This design comes from an exercise in tuning for small area and few clock cycles on the open sky130 flow, not from production work. Function was checked by simulation only, so behaviour that the tests miss may differ from the original. Power is estimated from default activity; no workload was simulated.

`flow/constraint.sdc`:
```
create_clock -name core_clock -period 10.0 [get_ports {clk}]
set_input_delay 2.0000 -clock core_clock [delete_from_list [all_inputs] [get_ports {clk}]]
set_output_delay 2.0000 -clock core_clock [all_outputs]
set_load 0.01 [all_outputs]
```
`flow/run.sh`:
```
#!/bin/bash
# synth_recipe.tcl (not shown) runs the flow's synth.tcl, then flattens the netlist and writes it again
# the make line also repeats each setting of config.mk as NAME=value (left out here)
make -C /OpenROAD-flow-scripts/flow DESIGN_CONFIG=/design/flow/config.mk WORK_HOME=/design/flow/orfs CLKGATE_MAP_FILE= SYNTH_SCRIPT=/design/flow/synth_recipe.tcl finish
```
`flow/design.v`:
```
module spi_flash_seq (
    input  wire        clk,
    input  wire        rst,
    input  wire        req_valid,
    output wire        req_ready,
    input  wire [2:0]  req_op,
    input  wire [23:0] req_addr,
    input  wire [15:0] req_len,
    input  wire [15:0] req_rd_len,
    input  wire [7:0]  req_dummy,
    input  wire [15:0] req_page_size,
    output wire [15:0] pl_addr,
    input  wire [7:0]  pl_data,
    output reg         out_valid,
    output reg  [7:0]  out_data,
    output reg         resp_valid,
    output reg  [3:0]  resp_code,
    output wire        tx_valid,
    output wire [7:0]  tx_data,
    output wire        tx_last,
    input  wire        tx_ready,
    input  wire        wr_done,
    input  wire        wr_err,
    input  wire [31:0] wr_count,
    output reg         rx_req,
    output reg  [15:0] rx_max,
    input  wire        rx_valid,
    input  wire [7:0]  rx_data,
    input  wire        rx_last,
    input  wire        rx_err
);
    localparam [3:0] E_OK        = 4'd0,
                     E_MALFORMED = 4'd1,
                     E_LENMISMATCH = 4'd2,
                     E_SHORTWRITE  = 4'd3,
                     E_STATUS      = 4'd4,
                     E_LENACCT     = 4'd5,
                     E_RBLEN       = 4'd6,
                     E_TRANSPORT   = 4'd7,
                     E_INVALID     = 4'd9;
    localparam [2:0] OP_RESET = 3'd0, OP_READ_ID = 3'd1, OP_READ_UID = 3'd2,
                     OP_READ_DATA = 3'd3, OP_ERASE = 3'd4, OP_PROGRAM_PAGE = 3'd5,
                     OP_PROGRAM = 3'd6, OP_TRANSACT = 3'd7;
    localparam [31:0] CMD_SET_REGISTER  = 32'h0002_0000,
                      CMD_READ_REGISTER = 32'h0002_0001,
                      CMD_READ_DATA     = 32'h0002_0002;
    localparam [31:0] DEF_TRANSFER_FORMAT = 32'h0002_0780;
    localparam [31:0] STATUS_SENTINEL     = 32'h0040_4000;
    localparam [3:0] MODE_WRITE_ONLY = 4'h1, MODE_READ_ONLY = 4'h2,
                     MODE_WRITE_THEN_READ = 4'h3, MODE_WRITE_DUMMY_READ = 4'h5,
                     MODE_NO_DATA = 4'h7;
    localparam [6:0] MAX_XFER = 7'h50;
    reg [2:0]  r_op;
    reg [23:0] r_addr;
    reg [15:0] r_len;
    reg [15:0] r_rd_len;
    reg [7:0]  r_dummy;
    reg [15:0] r_page_size;
    reg        d_reset;       
    reg [2:0]  d_pre_len;     
    reg [31:0] d_pre;         
    reg [15:0] d_pl_base;     
    reg [15:0] d_pl_len;      
    reg [15:0] d_rd_len;
    reg [7:0]  d_dummy;
    reg        d_emit;        
    wire [16:0] wr_len  = {14'd0, d_pre_len} + {1'b0, d_pl_len};
    wire [1:0]  padding = 2'd0 - wr_len[1:0];
    wire [16:0] wp_len  = wr_len + {15'd0, padding};
    reg  [3:0]  t_mode;
    reg  [8:0]  t_wrcnt;
    reg  [8:0]  t_rdcnt;
    reg  [1:0]  t_dmycnt;
    always @(*) begin
        t_mode   = 4'h0;
        t_wrcnt  = 9'd0;
        t_rdcnt  = 9'd0;
        t_dmycnt = 2'd0;
        if (d_reset) begin
            t_mode = MODE_NO_DATA;
        end else if (d_rd_len == 16'd0) begin
            t_mode  = MODE_WRITE_ONLY;
            t_wrcnt = wr_len[8:0] - 9'd1;
        end else if (wr_len == 17'd0) begin
            t_mode  = MODE_READ_ONLY;
            t_rdcnt = d_rd_len[8:0] - 9'd1;
        end else begin
            t_rdcnt = d_rd_len[8:0] - 9'd1;
            if (d_dummy == 8'd0 || d_dummy <= {6'd0, padding}) begin
                t_mode  = MODE_WRITE_THEN_READ;
                t_wrcnt = wr_len[8:0] - 9'd1 + {1'b0, d_dummy};
            end else begin
                t_mode   = MODE_WRITE_DUMMY_READ;
                t_dmycnt = d_dummy[1:0] - 2'd1 - padding;
                t_wrcnt  = wr_len[8:0] - 9'd1 + {7'd0, padding};
            end
        end
    end
    wire [31:0] tc_word   = {4'd0, t_mode, 3'd0, t_wrcnt, 1'b0, t_dmycnt, t_rdcnt};
    wire [31:0] ctl_word  = d_reset ? 32'h0000_0007 : 32'h0000_0000;
    wire [9:0]  rd_expect = {1'b0, t_rdcnt} + 10'd1;
    localparam [2:0] T_IDLE = 3'd0, T_TX = 3'd1, T_ACK = 3'd2, T_REQ = 3'd3,
                     T_RX = 3'd4, T_DONE = 3'd5;
    localparam [1:0] K_SETREG = 2'd0, K_RDDATA = 2'd1, K_RDREG = 2'd2;
    reg  [2:0]  tstate;
    reg  [1:0]  tkind;
    reg  [16:0] tx_idx;
    reg  [3:0]  t_code;
    reg         t_start;
    reg         t_done;
    reg  [15:0] rx_cnt;
    reg  [31:0] rx_declared;
    reg         rx_status_bad;
    reg         poll_wip;      
    wire [31:0] pkt_cmd = (tkind == K_SETREG) ? CMD_SET_REGISTER :
                          (tkind == K_RDDATA) ? CMD_READ_DATA : CMD_READ_REGISTER;
    wire [16:0] pkt_payload_len = (tkind == K_SETREG) ? (17'd40 + wp_len) : 17'd0;
    wire [16:0] pkt_len = pkt_payload_len + 17'd8;
    function [31:0] block_word;
        input [3:0] slot;
        begin
            case (slot)
                4'd0: block_word = ctl_word;
                4'd1: block_word = DEF_TRANSFER_FORMAT;
                4'd2: block_word = tc_word;
                4'd6: block_word = STATUS_SENTINEL;
                default: block_word = 32'h0000_0000;
            endcase
        end
    endfunction
    function [7:0] le_byte;
        input [31:0] w;
        input [1:0]  i;
        begin
            case (i)
                2'd0: le_byte = w[7:0];
                2'd1: le_byte = w[15:8];
                2'd2: le_byte = w[23:16];
                default: le_byte = w[31:24];
            endcase
        end
    endfunction
    wire [16:0] blk_off = tx_idx - 17'd8;
    wire [16:0] wr_off  = tx_idx - 17'd48;
    wire [16:0] pl_off  = wr_off - {14'd0, d_pre_len};
    wire [15:0] tx_pl_addr = d_pl_base + pl_off[15:0];
    reg [7:0] tx_byte;
    always @(*) begin
        if (tx_idx < 17'd4)
            tx_byte = le_byte(pkt_cmd, tx_idx[1:0]);
        else if (tx_idx < 17'd8)
            tx_byte = le_byte({15'd0, pkt_payload_len}, tx_idx[1:0]);
        else if (tx_idx < 17'd48)
            tx_byte = le_byte(block_word(blk_off[5:2]), blk_off[1:0]);
        else if (wr_off < {14'd0, d_pre_len})
            tx_byte = (wr_off[1:0] == 2'd0) ? d_pre[31:24] :
                      (wr_off[1:0] == 2'd1) ? d_pre[23:16] :
                      (wr_off[1:0] == 2'd2) ? d_pre[15:8]  : d_pre[7:0];
        else if (wr_off < wr_len)
            tx_byte = pl_data;
        else
            tx_byte = 8'hFF;
    end
    assign tx_valid = (tstate == T_TX);
    assign tx_data  = tx_byte;
    assign tx_last  = (tstate == T_TX) && (tx_idx == pkt_len - 17'd1);
    wire [15:0] rx_total   = rx_cnt + 16'd1;
    wire [15:0] rx_payload = rx_total - 16'd8;
    wire [15:0] rx_pidx    = rx_cnt - 16'd8;
    wire [31:0] rx_decl_now = (rx_cnt == 16'd7) ? {rx_data, rx_declared[23:0]} : rx_declared;
    always @(posedge clk) begin
        if (rst) begin
            tstate     <= T_IDLE;
            t_done     <= 1'b0;
            t_code     <= E_OK;
            rx_req     <= 1'b0;
            rx_max     <= 16'd0;
            out_valid  <= 1'b0;
            out_data   <= 8'd0;
            tkind      <= K_SETREG;
            tx_idx     <= 17'd0;
            rx_cnt     <= 16'd0;
            rx_declared <= 32'd0;
            rx_status_bad <= 1'b0;
            poll_wip   <= 1'b0;
        end else begin
            t_done    <= 1'b0;
            rx_req    <= 1'b0;
            out_valid <= 1'b0;
            case (tstate)
                T_IDLE: begin
                    if (t_start) begin
                        tkind  <= K_SETREG;
                        tx_idx <= 17'd0;
                        tstate <= T_TX;
                    end
                end
                T_TX: begin
                    if (tx_ready) begin
                        if (tx_last) begin
                            tstate <= T_ACK;
                        end else begin
                            tx_idx <= tx_idx + 17'd1;
                        end
                    end
                end
                T_ACK: begin
                    if (wr_done) begin
                        if (wr_err) begin
                            t_code <= E_TRANSPORT;
                            tstate <= T_DONE;
                        end else if (wr_count != {15'd0, pkt_len}) begin
                            t_code <= E_SHORTWRITE;
                            tstate <= T_DONE;
                        end else if (tkind == K_SETREG) begin
                            if (d_reset) begin
                                t_code <= E_OK;
                                tstate <= T_DONE;
                            end else begin
                                tkind  <= (d_rd_len != 16'd0) ? K_RDDATA : K_RDREG;
                                tx_idx <= 17'd0;
                                tstate <= T_TX;
                            end
                        end else begin
                            tstate <= T_REQ;
                        end
                    end
                end
                T_REQ: begin
                    rx_req <= 1'b1;
                    rx_max <= (tkind == K_RDDATA) ? ({6'd0, rd_expect} + 16'd8) : 16'd48;
                    rx_cnt <= 16'd0;
                    rx_declared   <= 32'd0;
                    rx_status_bad <= 1'b0;
                    tstate <= T_RX;
                end
                T_RX: begin
                    if (rx_valid) begin
                        if (rx_err) begin
                            t_code <= E_TRANSPORT;
                            tstate <= T_DONE;
                        end else begin
                            rx_cnt <= rx_cnt + 16'd1;
                            case (rx_cnt)
                                16'd4: rx_declared[7:0]   <= rx_data;
                                16'd5: rx_declared[15:8]  <= rx_data;
                                16'd6: rx_declared[23:16] <= rx_data;
                                16'd7: rx_declared[31:24] <= rx_data;
                                default: ;
                            endcase
                            if (rx_cnt >= 16'd8) begin
                                if (tkind == K_RDDATA) begin
                                    if (d_emit) begin
                                        out_valid <= 1'b1;
                                        out_data  <= rx_data;
                                    end
                                    if (rx_pidx == 16'd0)
                                        poll_wip <= rx_data[0];
                                end else begin
                                    if (rx_pidx >= 16'd24 && rx_pidx < 16'd28 &&
                                        rx_data != le_byte(STATUS_SENTINEL, rx_pidx[1:0]))
                                        rx_status_bad <= 1'b1;
                                end
                            end
                            if (rx_last) begin
                                if (rx_total < 16'd8) begin
                                    t_code <= E_MALFORMED;
                                    tstate <= T_DONE;
                                end else if (rx_decl_now != {16'd0, rx_payload}) begin
                                    t_code <= E_LENMISMATCH;
                                    tstate <= T_DONE;
                                end else if (tkind == K_RDDATA) begin
                                    if (rx_payload != {6'd0, rd_expect}) begin
                                        t_code <= E_LENACCT;
                                        tstate <= T_DONE;
                                    end else begin
                                        tkind  <= K_RDREG;
                                        tx_idx <= 17'd0;
                                        tstate <= T_TX;
                                    end
                                end else begin
                                    if (rx_payload != 16'd40)
                                        t_code <= E_RBLEN;
                                    else if (rx_status_bad)
                                        t_code <= E_STATUS;
                                    else
                                        t_code <= E_OK;
                                    tstate <= T_DONE;
                                end
                            end
                        end
                    end
                end
                T_DONE: begin
                    t_done <= 1'b1;
                    tstate <= T_IDLE;
                end
                default: tstate <= T_IDLE;
            endcase
        end
    end
    localparam [3:0] S_IDLE = 4'd0, S_DISPATCH = 4'd1, S_WAIT = 4'd2,
                     S_RDCHUNK = 4'd3, S_WREN = 4'd4, S_BODY = 4'd5,
                     S_POLL = 4'd6, S_WRDI = 4'd7, S_SCOPE_END = 4'd8,
                     S_PG_NEXT = 4'd9, S_SCAN = 4'd10, S_RESP = 4'd11;
    localparam [2:0] PH_FINAL = 3'd0, PH_RDCHUNK = 3'd1, PH_WREN = 3'd2,
                     PH_BODY = 3'd3, PH_POLL = 3'd4, PH_WRDI = 3'd5;
    reg [3:0]  state;
    reg [2:0]  phase;
    reg [3:0]  code;           
    reg [3:0]  pend;           
    reg [15:0] done_len;       
    reg [16:0] pg_off;         
    reg [15:0] pg_chunk;       
    reg [15:0] scan_idx;
    reg [23:0] page_addr;      
    assign req_ready = (state == S_IDLE);
    assign pl_addr   = (state == S_SCAN) ? scan_idx : tx_pl_addr;
    wire [24:0] range_end  = {1'b0, r_addr} + {9'd0, r_len};
    wire        range_bad  = range_end > 25'h100_0000;
    wire [15:0] rd_remain  = r_len - done_len;
    wire [15:0] rd_chunk   = (rd_remain > {9'd0, MAX_XFER}) ? {9'd0, MAX_XFER} : rd_remain;
    wire [23:0] rd_addr    = r_addr + {8'd0, done_len};
    wire [16:0] pg_remain  = {1'b0, r_len} - pg_off;
    wire [15:0] pg_len     = (pg_remain > {1'b0, r_page_size}) ? r_page_size : pg_remain[15:0];
    wire [15:0] scan_end   = pg_off[15:0] + pg_chunk - 16'd1;
    always @(posedge clk) begin
        if (rst) begin
            state      <= S_IDLE;
            phase      <= PH_FINAL;
            code       <= E_OK;
            pend       <= E_OK;
            resp_valid <= 1'b0;
            resp_code  <= E_OK;
            t_start    <= 1'b0;
            r_op       <= 3'd0;
            r_addr     <= 24'd0;
            r_len      <= 16'd0;
            r_rd_len   <= 16'd0;
            r_dummy    <= 8'd0;
            r_page_size <= 16'd0;
            d_reset    <= 1'b0;
            d_pre_len  <= 3'd0;
            d_pre      <= 32'd0;
            d_pl_base  <= 16'd0;
            d_pl_len   <= 16'd0;
            d_rd_len   <= 16'd0;
            d_dummy    <= 8'd0;
            d_emit     <= 1'b0;
            done_len   <= 16'd0;
            pg_off     <= 17'd0;
            pg_chunk   <= 16'd0;
            scan_idx   <= 16'd0;
            page_addr  <= 24'd0;
        end else begin
            resp_valid <= 1'b0;
            t_start    <= 1'b0;
            case (state)
                S_IDLE: begin
                    if (req_valid) begin
                        r_op        <= req_op;
                        r_addr      <= req_addr;
                        r_len       <= req_len;
                        r_rd_len    <= req_rd_len;
                        r_dummy     <= req_dummy;
                        r_page_size <= req_page_size;
                        state       <= S_DISPATCH;
                    end
                end
                S_DISPATCH: begin
                    d_reset   <= 1'b0;
                    d_pre_len <= 3'd1;
                    d_pre     <= 32'd0;
                    d_pl_base <= 16'd0;
                    d_pl_len  <= 16'd0;
                    d_rd_len  <= 16'd0;
                    d_dummy   <= 8'd0;
                    d_emit    <= 1'b0;
                    pend      <= E_OK;
                    case (r_op)
                        OP_RESET: begin
                            d_reset   <= 1'b1;
                            d_pre_len <= 3'd0;
                            t_start   <= 1'b1;
                            phase     <= PH_FINAL;
                            state     <= S_WAIT;
                        end
                        OP_READ_ID: begin
                            d_pre    <= {8'h9F, 24'd0};
                            d_rd_len <= 16'd3;
                            d_emit   <= 1'b1;
                            t_start  <= 1'b1;
                            phase    <= PH_FINAL;
                            state    <= S_WAIT;
                        end
                        OP_READ_UID: begin
                            d_pre    <= {8'h4B, 24'd0};
                            d_rd_len <= 16'd16;
                            d_dummy  <= 8'd4;
                            d_emit   <= 1'b1;
                            t_start  <= 1'b1;
                            phase    <= PH_FINAL;
                            state    <= S_WAIT;
                        end
                        OP_READ_DATA: begin
                            done_len <= 16'd0;
                            if (range_bad) begin
                                code  <= E_INVALID;
                                state <= S_RESP;
                            end else if (r_len == 16'd0) begin
                                code  <= E_OK;
                                state <= S_RESP;
                            end else begin
                                state <= S_RDCHUNK;
                            end
                        end
                        OP_ERASE, OP_PROGRAM_PAGE: begin
                            page_addr <= r_addr;
                            d_pl_base <= 16'd0;
                            pg_chunk  <= r_len;
                            state     <= S_WREN;
                        end
                        OP_PROGRAM: begin
                            pg_off <= 17'd0;
                            if (r_page_size == 16'd0 || range_bad) begin
                                code  <= E_INVALID;
                                state <= S_RESP;
                            end else begin
                                state <= S_PG_NEXT;
                            end
                        end
                        OP_TRANSACT: begin
                            if (r_len == 16'd0 && r_rd_len == 16'd0) begin
                                code  <= E_OK;
                                state <= S_RESP;
                            end else begin
                                d_pre_len <= 3'd0;
                                d_pl_len  <= r_len;
                                d_rd_len  <= r_rd_len;
                                d_dummy   <= r_dummy;
                                d_emit    <= 1'b1;
                                t_start   <= 1'b1;
                                phase     <= PH_FINAL;
                                state     <= S_WAIT;
                            end
                        end
                        default: state <= S_IDLE;
                    endcase
                end
                S_RDCHUNK: begin
                    d_pre_len <= 3'd4;
                    d_pre     <= {8'h0B, rd_addr};
                    d_pl_len  <= 16'd0;
                    d_rd_len  <= rd_chunk;
                    d_dummy   <= 8'd1;
                    d_emit    <= 1'b1;
                    t_start   <= 1'b1;
                    phase     <= PH_RDCHUNK;
                    state     <= S_WAIT;
                end
                S_WREN: begin
                    d_pre_len <= 3'd1;
                    d_pre     <= {8'h06, 24'd0};
                    d_pl_len  <= 16'd0;
                    d_rd_len  <= 16'd0;
                    d_dummy   <= 8'd0;
                    d_emit    <= 1'b0;
                    pend      <= E_OK;
                    t_start   <= 1'b1;
                    phase     <= PH_WREN;
                    state     <= S_WAIT;
                end
                S_BODY: begin
                    d_pre_len <= 3'd4;
                    d_rd_len  <= 16'd0;
                    d_dummy   <= 8'd0;
                    d_emit    <= 1'b0;
                    if (r_op == OP_ERASE) begin
                        d_pre    <= {8'hD8, page_addr};
                        d_pl_len <= 16'd0;
                    end else begin
                        d_pre    <= {8'h02, page_addr};
                        d_pl_len <= pg_chunk;
                    end
                    t_start   <= 1'b1;
                    phase     <= PH_BODY;
                    state     <= S_WAIT;
                end
                S_POLL: begin
                    d_pre_len <= 3'd1;
                    d_pre     <= {8'h05, 24'd0};
                    d_pl_len  <= 16'd0;
                    d_rd_len  <= 16'd1;
                    d_dummy   <= 8'd0;
                    d_emit    <= 1'b0;
                    t_start   <= 1'b1;
                    phase     <= PH_POLL;
                    state     <= S_WAIT;
                end
                S_WRDI: begin
                    d_pre_len <= 3'd1;
                    d_pre     <= {8'h04, 24'd0};
                    d_pl_len  <= 16'd0;
                    d_rd_len  <= 16'd0;
                    d_dummy   <= 8'd0;
                    d_emit    <= 1'b0;
                    t_start   <= 1'b1;
                    phase     <= PH_WRDI;
                    state     <= S_WAIT;
                end
                S_WAIT: begin
                    if (t_done) begin
                        case (phase)
                            PH_FINAL: begin
                                code  <= t_code;
                                state <= S_RESP;
                            end
                            PH_RDCHUNK: begin
                                if (t_code != E_OK) begin
                                    code  <= t_code;
                                    state <= S_RESP;
                                end else if (done_len + d_rd_len == r_len) begin
                                    code  <= E_OK;
                                    state <= S_RESP;
                                end else begin
                                    done_len <= done_len + d_rd_len;
                                    state    <= S_RDCHUNK;
                                end
                            end
                            PH_WREN: begin
                                if (t_code != E_OK) begin
                                    code  <= t_code;
                                    state <= S_RESP;
                                end else begin
                                    state <= S_BODY;
                                end
                            end
                            PH_BODY: begin
                                pend  <= t_code;
                                state <= S_POLL;
                            end
                            PH_POLL: begin
                                if (t_code != E_OK) begin
                                    if (pend == E_OK)
                                        pend <= t_code;
                                    state <= S_SCOPE_END;
                                end else if (poll_wip) begin
                                    state <= S_POLL;
                                end else begin
                                    state <= S_WRDI;
                                end
                            end
                            default: begin  
                                if (t_code != E_OK && pend == E_OK)
                                    pend <= t_code;
                                state <= S_SCOPE_END;
                            end
                        endcase
                    end
                end
                S_SCOPE_END: begin
                    if (pend != E_OK) begin
                        code  <= pend;
                        state <= S_RESP;
                    end else if (r_op == OP_PROGRAM) begin
                        pg_off <= pg_off + {1'b0, r_page_size};
                        state  <= S_PG_NEXT;
                    end else begin
                        code  <= E_OK;
                        state <= S_RESP;
                    end
                end
                S_PG_NEXT: begin
                    if (pg_off >= {1'b0, r_len}) begin
                        code  <= E_OK;
                        state <= S_RESP;
                    end else begin
                        pg_chunk <= pg_len;
                        scan_idx <= pg_off[15:0];
                        state    <= S_SCAN;
                    end
                end
                S_SCAN: begin
                    if (pl_data != 8'hFF) begin
                        page_addr <= r_addr + {7'd0, pg_off};
                        d_pl_base <= pg_off[15:0];
                        state     <= S_WREN;
                    end else if (scan_idx == scan_end) begin
                        pg_off <= pg_off + {1'b0, r_page_size};
                        state  <= S_PG_NEXT;
                    end else begin
                        scan_idx <= scan_idx + 16'd1;
                    end
                end
                S_RESP: begin
                    resp_valid <= 1'b1;
                    resp_code  <= code;
                    state      <= S_IDLE;
                end
                default: state <= S_IDLE;
            endcase
        end
    end
endmodule
```
`flow/config.mk`:
```
export PLATFORM = sky130hd
export DESIGN_NAME = spi_flash_seq
export DESIGN_NICKNAME = spi_flash_seq
export VERILOG_FILES = /design/flow/design.v
export SDC_FILE = /design/flow/constraint.sdc
export NUM_CORES = 4
export LEC_CHECK = 0
export CAP_MARGIN = 20
export CORE_MARGIN = 2
export CORE_UTILIZATION = 40
export SLEW_MARGIN = 20
```
==> run notes <==
## flip-flops by register name (all words and copies together) (netlist names), 17 cells and up
register / count
page_addr: 24
d_pre: 30
rx_declared: 32
pg_off: 17
r_addr: 24
tx_idx: 17
## power by group through the flow
stage	Sequential (mW)	Combinational [mW]	Clock, mW
after floorplan	1.82	3.47	0
after global placement	2.04	4.60	0
after detailed placement	2.04	4.61	0
after CTS	2.00	4.63	1.81
after global routing	2.03	5.12	1.87
final	2.02	4.69	1.78
## synthesized netlist by cell type, types with 49 or more instances
cell type	n	area (sq um)
nand4_1	72	450
xor2_1	94	823
nand2_1	447	1680
o21ai_0	194	971
inv_1	269	1010
nor4_1	49	307
nand3_1	104	521
xnor2_1	173	1520
mux2i_1	92	921
clkbuf_1	180	676
a21o_1	52	390
and3_1	52	325
nor2_1	399	1500
ha_1	243	3040
a21oi_1	352	1760
dfxtp_1	379	7590
nor3_1	99	495
## cell usage in the layout, fill, tap and decap left out, drive strengths merged, types with 93 or more instances in the layout
cell           Yosys  layout
xor2              94      94
clkdlybuf4s50      0     191
o21ai            202     202
dfxtp            379     379
nor3             102     102
nand2            449     449
mux2i             93      93
nor2             400     400
xnor2            174     174
ha               243     243
nand3            105     105
a21oi            355     355
inv              273     275
## layout make-up
class,instances,area (sq um),share of cell area (%)
inverters,273,1020,2.92
clock buffers,64,1340,3.82
well taps,1030,1290,3.68
clock inverters,19,254,0.725
flip-flops and latches,379,7590,21.7
diodes,1,2.50,0.00714
multi-input cells,3204,21300,60.8
repair buffers,232,2240,6.40
## cell families after synthesis
family	count (synthesis)	share of synthesized area, %
AND/OR/NAND/NOR	1488	23.5
flip-flops	379	24.7
AO/OA/AOI/OAI	1069	23.0
XOR/XNOR	280	8.54
adder cells (fa/ha/maj)	255	10.6
other	2	0.0244
multiplexers	100	3.30
buffers and inverters	492	6.29
## worst max-delay path by stage
| stage | cells after the start | start | end | slack, ns |
|---|---|---|---|---|
| after global routing | 15 | d_pre_len[2] | tx_last | 1.42 |
| after detailed placement | 15 | d_pre_len[2] | tx_last | 2.48 |
| after floorplan | 24 | d_pre_len[0] | tx_data[4] | 3.66 |
| after CTS | 15 | d_pre_len[2] | tx_last | 1.80 |
| final | 15 | d_pre_len[2] | tx_last | 1.75 |
| after global placement | 15 | d_pre_len[2] | tx_last | 2.48 |
## per-layer routing
metal,wire (um),vias to the layer above
li1,-,14732
met1,50200,14135
met2,48000,1123
met3,9510,224
met4,5070,0
met5,0,-
## metrics by stage
stage               setup slack, ns  power [mW]  area [sq um]  hold WS (ns)
CTS                            1.80        8.44         35000         0.457
floorplan                      3.66        5.28         30800         0.431
global placement               2.48        6.64         33400         0.442
finish                         1.75        8.49         35000         0.456
detailed placement             2.48        6.64         33400         0.448
global route                   1.42        9.02         35000         0.472
## worst min-delay path, delay by kind of cell (launching register included)
family | cells | cell delay [ns]
AOI/OAI and AO/OA | 1 | 0.05
DFF | 1 | 0.31
and+or+nand+nor | 1 | 0.05
==> run notes <==
DP Cell Count between 5k and 6k; Fmax about 120 MHz; GRT overflow 0; M3 GR Usage under 10%; CP Capture Type output pin; largest net degree at the start of global routing 154; Clock transition at path regs about 0.060 ns; Num CTS Buffers 45; min cycle time layout 8.25 ns; Die Wd 281 um; total power density per cell area 242 nW/um^2; Final setup violation count 0; wire length per cell 21.7 um; antenna violations before repair 2; met2 Resource Use GR 42.6%; Global Route Usage Sum ~28%; unrepaired setup endpoints after global routing no; Worst path top cell family by delay compound AO/OA/AOI/OAI gates; vias per cell 5.81; hold crit path type reg -> reg; warnings from Yosys 1; hold path start d_pl_base[12]; Worst setup SP type flip-flop; Net Sw Frac a little under half; worst hold stages 2; EDFF count, synth 0; Logic pwr share between 50% and 60%; reg-to-reg critical path endpoint tx_idx[4]; Max Root-Sink Buffers 3; slowest CP cell o221ai_2; CTS tree yes; final wirelength approximately 110000 um; crit path cell chain ha_1 -> a31oi_2 -> o221ai_2 -> inv_2 -> a2111oi_0 -> xnor2_1 -> nand4_2 -> o41ai_2 -> xor2_1 -> xnor2_1 -> and3_1 -> a311o_1 -> o2111a_1 -> and2_1 -> clkdlybuf4s50_1; Synth Area per Inst around 7.6 sq um; post-route ant nets 0; R2R cell count 21; Layout Cells excl Fill 5202; # rows 101; boundary pin count around 200; CTS Hold Buffers Added 0; Clock Tree Root clkbuf_16; WS Path Type reg -> out; most frequent CP cell xnor2_1; asr flop ratio synth 0%; Layout Skew approximately 0.035 ns; clock share of power between 20% and 30%; Worst slew margin between 20% and 30%; Slew @ Worst Pin 1.10 ns; routing usage on met1 37.6%; Buffers & Inverters on Critical Path 2; die height 281 um; clock latency (worst-skew pair) approximately 0.6 ns; slowest stage delay, CP 0.65 ns; P&R area growth vs syn 14.0%; CP Max Fanout 18; FF-to-FF setup slack between 2 and 3 ns; DRC violations left 0; Final Core Density a little under half; VDD IR max roughly 0.18 mV; Final nets between 4k and 5k; Post-CTS Resized 0; H-Tree Depth 2; Via Count between 30k and 40k; post-synthesis register bit count around 380; Mapped Area between 30000 and 40000 sq um; GP Congestion roughly 0.96; Hold EP d_pl_base[12]; number of port buffers between 150 and 200; CP arrival 6.25 ns; Critical R2R Launch d_rd_len[0]; Leakage between 10 and 15 nW; first-pass GRT wire length approximately 170000 um; cell count after synthesis between 4k and 5k; Fillers around 7.7k; ys flop type dfxtp_1; die area 79000 sq um; Top Usage Layer GRT met2; max_cap viols 0; vias in the first global route about 28k; post-DP HPWL 86500 um; layout cell share with drive strength beyond 1 under 10%; sequential element share of the synthesized area between 20% and 30%; # clock sinks 379; core footprint about 76000 sq um; initial core utilization 40.5%; Critical Path RT around 8.0 ns; sequential cell fraction of total power between 20% and 30%; count of cell types in the netlist 119; Detailed Routing Iterations Pass 1 7; Tcrit/Tclk final between 80 and 90%; Post-CTS Setup Bufs 0; Fin. Hold Viols 0; Int Pwr about 4.5 mW; Post-Route Setup TNS 0 ns; status finished clean; Final Slew Violations 0; P_sw between 3 and 4 mW; drt initial violations about 2.7k
Testbench counts, summed over its fixed seeds: cycles 1,115,836.

## re-timing with driven ports
In the flow no input, the clock included, has a driving cell. The finished layout below was timed again as built, in two steps. Step 1 assumes that a clkbuf_16 drives the clock port and a buf_2 every other input. Step 2, shift: input delay + t, output delay - t, t = (earliest + latest rising clock arrival at the registers) / 2. This alone moves slack from input paths to output paths. Three values: ideal ports, drivers, drivers and shift; two values: the first two.
shift t [ns]: 0.645
setup WS [ns]: 1.755 / 1.689 / 2.334
worst setup path at the end: register to output
After both steps this run still meets setup and hold. For this run, drivers alone change the setup slack by -0.066 ns; drivers and shift together by +0.579 ns.
